What follows belongs to an exercise in optimizing a design on an open flow for a short achievable clock period and few clock cycles; a production flow would make more cautious choices.
In this exercise RTL edits were held to simulation tests only and were not proved equivalent to the original.
No activity file was given, so power comes from the tool's default toggle rates.

==> inputs of run a <==
==> flow/design.v (excerpt) <==
module goemu_core #(
    parameter [31:0] MEM_SIZE = 32'd46416
) (
    input  wire        clk,
    input  wire        rst,           
    output reg         mem_valid,
    output reg         mem_we,
    output reg  [13:0] mem_addr,      
    output reg  [3:0]  mem_wstrb,
    output reg  [31:0] mem_wdata,
    input  wire        mem_ready,
    input  wire [31:0] mem_rdata,
    output wire        halted,
    output wire        faulted,
    output wire [1:0]  fault_cause,   
    output wire [31:0] pc_out,
    input  wire [4:0]  dbg_raddr,
    output wire [31:0] dbg_rdata
);
Settings: LEC_CHECK=0, CAP_MARGIN=40, CORE_MARGIN=2, CORE_UTILIZATION=30, PLACE_DENSITY=0.5, SLEW_MARGIN=30; clock period 13.0 ns.
standard.sh (not shown) runs the stock make flow with config.mk's settings and CLKGATE_MAP_FILE= SYNTH_SCRIPT=/design/flow/synth_recipe.tcl, a recipe that flattens the netlist after the stock synthesis.
==> flow/flow/run.sh <==
#!/bin/bash
set -euo pipefail
bash standard.sh SETUP_SLACK_MARGIN=6.5 finish > standard_flow.log 2>&1
==> run b: changes against run a <==
--- a/flow/design.v
+++ b/flow/design.v
@@ -24,45 +24,37 @@
     reg [31:0] stop_pc;
     reg [31:0] regs [1:31];
     reg        ex_valid;
     reg [31:0] ir;
     reg [31:0] ex_pc;
     reg [31:0] ex_pc4;
     reg [31:0] ex_tgt;            
     reg [31:0] ex_imm;            
-    reg [31:0] opa, opb;          
+    reg        ex_pred;           
     reg        ex_fmis, ex_foob;  
     reg        ex_ill;            
     reg        ex_ecall;          
-    reg        ex_lui, ex_auipc, ex_jal, ex_jalr, ex_br, ex_ld, ex_st, ex_alu, ex_op;
+    reg        ex_lui, ex_auipc, ex_link, ex_jalr, ex_br, ex_ld, ex_st, ex_alu, ex_op;
     reg        ex_wr;             
     reg [31:0] nf_pc;
     reg        mem_busy;
     reg        m_store;
     reg [13:0] m_addr;
     reg [3:0]  m_strb;
     reg [31:0] m_wdata;
     reg [4:0]  m_rd;
-    reg        m_wr;              
     reg [2:0]  m_f3;
     reg [1:0]  m_lane;
     assign halted      = halt_r | (!stopped && ex_valid && !mem_busy && ex_ecall && !ex_fmis && !ex_foob);
     assign faulted     = (cause_r != F_NONE);
     assign fault_cause = cause_r;
     assign pc_out      = stopped ? stop_pc : ex_pc;
-    reg [31:0] dbg_or;
-    integer k;
-    always @(*) begin
-        dbg_or = 32'd0;
-        for (k = 1; k < 32; k = k + 1)
-            dbg_or = dbg_or | ({32{dbg_raddr == k}} & regs[k]);
-    end
-    assign dbg_rdata = dbg_or;
-    wire [31:0] f_pc;
+    assign dbg_rdata   = (dbg_raddr == 5'd0) ? 32'd0 : regs[dbg_raddr];
+    wire [31:0] f_pc = ex_valid ? (ex_pred ? ex_tgt : ex_pc4) : nf_pc;
     always @(*) begin
         mem_valid = !stopped;
         mem_we    = mem_busy & m_store;
         mem_addr  = mem_busy ? m_addr : f_pc[15:2];
         mem_wstrb = m_strb;
         mem_wdata = m_wdata;
     end
     wire [31:0] d = mem_rdata;
@@ -103,25 +95,26 @@
     wire [31:0] d_imm_i = {{20{d[31]}}, d[31:20]};
     wire [31:0] d_imm_s = {{20{d[31]}}, d[31:25], d[11:7]};
     wire [31:0] d_imm_b = {{19{d[31]}}, d[31], d[7], d[30:25], d[11:8], 1'b0};
     wire [31:0] d_imm_u = {d[31:12], 12'd0};
     wire [31:0] d_imm_j = {{11{d[31]}}, d[31], d[19:12], d[20], d[30:21], 1'b0};
     wire [31:0] d_imm   = d_st ? d_imm_s : (d_lui | d_auipc) ? d_imm_u : d_imm_i;
     wire [31:0] d_toff  = d_jal ? d_imm_j : d_auipc ? d_imm_u : d_imm_b;
     wire [31:0] d_tgt   = f_pc + d_toff;
+    wire        d_pred  = d_jal | (d_br & d[31]);
     wire        d_wr    = (d_lui | d_auipc | d_jal | d_jalr | d_ld | d_opimm | d_op) && (d[11:7] != 5'd0);
     wire        f_mis   = (f_pc[1:0] != 2'b00);
     wire        f_oob   = (f_pc >= MEM_SIZE);
     wire [4:0]  rd  = ir[11:7];
     wire [2:0]  f3  = ir[14:12];
     wire [4:0]  rs1 = ir[19:15];
     wire [4:0]  rs2 = ir[24:20];
-    wire [31:0] rv1 = opa;
-    wire [31:0] rv2 = opb;
+    wire [31:0] rv1 = (rs1 == 5'd0) ? 32'd0 : regs[rs1];
+    wire [31:0] rv2 = (rs2 == 5'd0) ? 32'd0 : regs[rs2];
     wire [31:0] sum_i = rv1 + ex_imm;
     wire [31:0] alu_b = ex_op ? rv2 : ex_imm;
     wire [4:0]  shamt = alu_b[4:0];
     wire        sub   = ex_op & ir[30];
     wire [31:0] addsub = sub ? (rv1 - rv2) : (ex_op ? rv1 + rv2 : sum_i);
     reg [31:0] alu_out;
     always @(*) begin
         case (f3)
@@ -152,35 +145,35 @@
     wire        ea_mis = (f3[1:0] == 2'b01) ? sum_i[0] :
                          (f3[1:0] == 2'b10) ? (sum_i[1:0] != 2'b00) : 1'b0;
     wire        ea_oob = (sum_i >= MEM_SIZE);
     wire        ex_go    = !stopped && ex_valid && !mem_busy;
     wire        ex_ffault = ex_fmis | ex_foob;
     wire        ex_dfault = ex_ffault | ex_ill;           
     wire        ex_ls    = ex_ld | ex_st;
     wire        ex_stop  = ex_dfault | ex_ecall | (ex_ls & (ea_mis | ea_oob));
-    assign f_pc = !ex_valid ? nf_pc :
-                  (ex_jal | (ex_br & taken)) ? ex_tgt :
-                  ex_jalr ? {sum_i[31:1], 1'b0} : ex_pc4;
+    wire        br_wrong = ex_br & (taken != ex_pred);
+    wire        redirect = ex_jalr | br_wrong;
+    wire [31:0] fix_pc   = ex_jalr ? {sum_i[31:1], 1'b0} : (taken ? ex_tgt : ex_pc4);
     wire [31:0] st_data = (f3[1:0] == 2'b00) ? {4{rv2[7:0]}} :
                           (f3[1:0] == 2'b01) ? {2{rv2[15:0]}} : rv2;
     wire [3:0]  st_strb = (f3[1:0] == 2'b00) ? (4'b0001 << sum_i[1:0]) :
                           (f3[1:0] == 2'b01) ? (4'b0011 << sum_i[1:0]) : 4'b1111;
     wire [31:0] ld_shift = mem_rdata >> {m_lane, 3'b000};
     reg  [31:0] load_val;
     always @(*) begin
         case (m_f3)
             3'b000:  load_val = {{24{ld_shift[7]}}, ld_shift[7:0]};
             3'b001:  load_val = {{16{ld_shift[15]}}, ld_shift[15:0]};
             3'b100:  load_val = {24'd0, ld_shift[7:0]};
             3'b101:  load_val = {16'd0, ld_shift[15:0]};
             default: load_val = ld_shift;
         endcase
     end
-    wire        ld_wb    = !stopped && mem_busy && m_wr && mem_ready;
+    wire        ld_wb    = !stopped && mem_busy && !m_store && mem_ready;
     wire        rf_we    = ld_wb || (ex_go && ex_wr && !ex_ld && !ex_dfault);
     wire [4:0]  rf_wa    = mem_busy ? m_rd : rd;
     wire [31:0] rf_wd    = mem_busy ? load_val : ex_res;
     integer i;
     always @(posedge clk) begin
         if (rst) begin
             for (i = 1; i < 32; i = i + 1)
                 regs[i] <= 32'd0;
@@ -215,64 +208,57 @@
                     else if (ex_foob) cause_r <= F_OOB;
                     else if (ex_ill)  cause_r <= F_UNKNOWN;
                     else if (ex_ecall) halt_r <= 1'b1;
                     else if (ea_mis)  cause_r <= F_UNALIGNED;
                     else              cause_r <= F_OOB;
                 end
                 if (ex_valid && ex_ls && !ex_stop)
                     mem_busy <= 1'b1;
-                if (mem_ready) begin
+                if (ex_valid && redirect) begin
+                    ex_valid <= 1'b0;
+                    nf_pc    <= fix_pc;
+                end else if (mem_ready) begin
                     ex_valid <= 1'b1;
                 end else begin
                     ex_valid <= 1'b0;
                     nf_pc    <= f_pc;
                 end
             end
         end
     end
     wire capture = !mem_busy && mem_ready;
     always @(posedge clk) begin
         if (capture) begin
             ir       <= d;
             ex_pc    <= f_pc;
             ex_pc4   <= f_pc + 32'd4;
             ex_tgt   <= d_tgt;
             ex_imm   <= d_imm;
+            ex_pred  <= d_pred;
             ex_fmis  <= f_mis;
             ex_foob  <= f_oob;
             ex_ill   <= !d_legal;
             ex_ecall <= d_ecall;
             ex_lui   <= d_lui;
             ex_auipc <= d_auipc;
-            ex_jal   <= d_jal;
+            ex_link  <= d_jal | d_jalr;
             ex_jalr  <= d_jalr;
             ex_br    <= d_br;
             ex_ld    <= d_ld;
             ex_st    <= d_st;
             ex_alu   <= d_opimm | d_op;
             ex_op    <= d_op;
             ex_wr    <= d_wr;
         end
     end
-    wire [4:0]  rs1_sel = mem_busy ? rs1 : d[19:15];
-    wire [4:0]  rs2_sel = mem_busy ? rs2 : d[24:20];
-    wire [31:0] rf_rd1  = (rs1_sel == 5'd0) ? 32'd0 : regs[rs1_sel];
-    wire [31:0] rf_rd2  = (rs2_sel == 5'd0) ? 32'd0 : regs[rs2_sel];
-    wire [31:0] opa_n   = (rf_we && rf_wa == rs1_sel) ? rf_wd : rf_rd1;
-    wire [31:0] opb_n   = (rf_we && rf_wa == rs2_sel) ? rf_wd : rf_rd2;
-    always @(posedge clk) begin
-        opa <= opa_n;
-        opb <= opb_n;
-    end
     always @(posedge clk) begin
         if (!mem_busy) begin
             m_store <= ex_st;
             m_addr  <= sum_i[15:2];
             m_strb  <= ex_st ? st_strb : 4'b0000;
             m_wdata <= st_data;
             m_rd    <= rd;
-            m_wr    <= ex_ld && (rd != 5'd0);
             m_f3    <= f3;
             m_lane  <= sum_i[1:0];
         end
     end
 endmodule
==> flow/run.sh (new file) <==
#!/bin/bash
# synth_recipe.tcl (not shown) runs the flow's synth.tcl, then flattens the netlist and writes it again
# the make line also repeats each setting of config.mk as NAME=value (left out here)
make -C /OpenROAD-flow-scripts/flow DESIGN_CONFIG=/design/flow/config.mk WORK_HOME=/design/flow/orfs CLKGATE_MAP_FILE= SYNTH_SCRIPT=/design/flow/synth_recipe.tcl finish
==> flow/config.mk (replaced) <==
export PLATFORM = sky130hd
export DESIGN_NAME = goemu_core
export DESIGN_NICKNAME = goemu_core
export VERILOG_FILES = /design/flow/design.v
export SDC_FILE = /design/flow/constraint.sdc
export NUM_CORES = 4
export LEC_CHECK = 0
export CAP_MARGIN = 20
export CORE_MARGIN = 2
export CORE_UTILIZATION = 30
export PLACE_DENSITY = 0.5
export SLEW_MARGIN = 20
removed: flow/flow/run.sh
removed: flow/standard.sh
==> notes.md <==
- In this run, the number of DRC markers left after iteration 0 of detailed routing was 12678.
* Main combinational cell family by area after synthesis: multiplexers
- The run finished with no timing, DRC or antenna violations.
* Final Total Pwr: 15700 µW
- Number of buffers added by the clock tree synthesis step: 167
- In this run, synthesis inferred 1238 flip-flops with an integrated enable.
* Post-cts resize count: 0
* Clock skew: 0.110 ns
- Number of nets in the synthesized netlist: 8128
- For the clock group, total power comes out at 4730 µW.
- Pin count of the biggest net entering global routing: 120
- M1 wire length: 175000 µm
- The die is 557 µm tall.
The numbers above come from run b.

==> notes.md <==
- Run status: no timing/DRC/antenna violations
* Number of buffers added by the clock tree synthesis step: 172
* Final Total Pwr: 14400 µW
* Number of synthesized flops with an enable pin: 1239
- Main combinational cell family by area after synthesis: simple AND/OR/NAND/NOR gates
- Clock skew: 0.107 ns
* 1st-iter DRT viols: 16454
- Simple-gate share of the synthesized area: 19.3%
- Post-synthesis sequential element count: 1378
* Critical Path Start Type: primary input
* Most frequent cells in the layout: 1561 x nand2_1, 1349 x nor2_1, 1239 x edfxtp_1, 513 x buf_4, 441 x nand3_1
- Fraction of the mapped netlist area in adder cells: 3.26%
- Area of all placed cells without fillers: 111000 µm²
- Number of nets in the synthesized netlist: 9799
- Summed over all failing endpoints, the final setup total negative slack is 0 ns.
* Crit path required time: 10.40 ns
- Entering global routing, the biggest net connects 161 pins.
- Clock distribution power: 4930 µW
* M1 wire length: 195000 µm
* Launching instance or port of the critical path: dbg_raddr[4]
- Post-cts resize count: 716
The numbers above come from run a.

Testbench counts of run a, summed over its fixed seeds: cycles 77,022.
Testbench counts of run b, summed over its fixed seeds: cycles 84,243.

[port drivers added, routing unchanged]
No port has a modelled driver above. Below, the same layouts with a new extraction and two added sets of constraints.
Step 1 assumes that a clkbuf_16 drives the clock port and a buf_2 every other input.
Step 2 also shifts input and output timing later by t, the mid clock arrival at the registers, as if the neighbouring blocks saw the same clock.
Three values: ideal, step 1, step 2; two values: the first two.
| run | t, ns | slack for setup (ns) | cell pins on the clock port's net |
|---|---|---|---|
| run a | 0.980 | 5.664 / 5.588 / 5.202 | 1 |
| run b | 0.937 | 3.730 / 3.672 / 3.672 | 1 |
After both steps every run listed still meets setup and hold. The setup slack of run a, which loses most, moves by -0.076 ns with the drivers and by -0.462 ns with both steps.
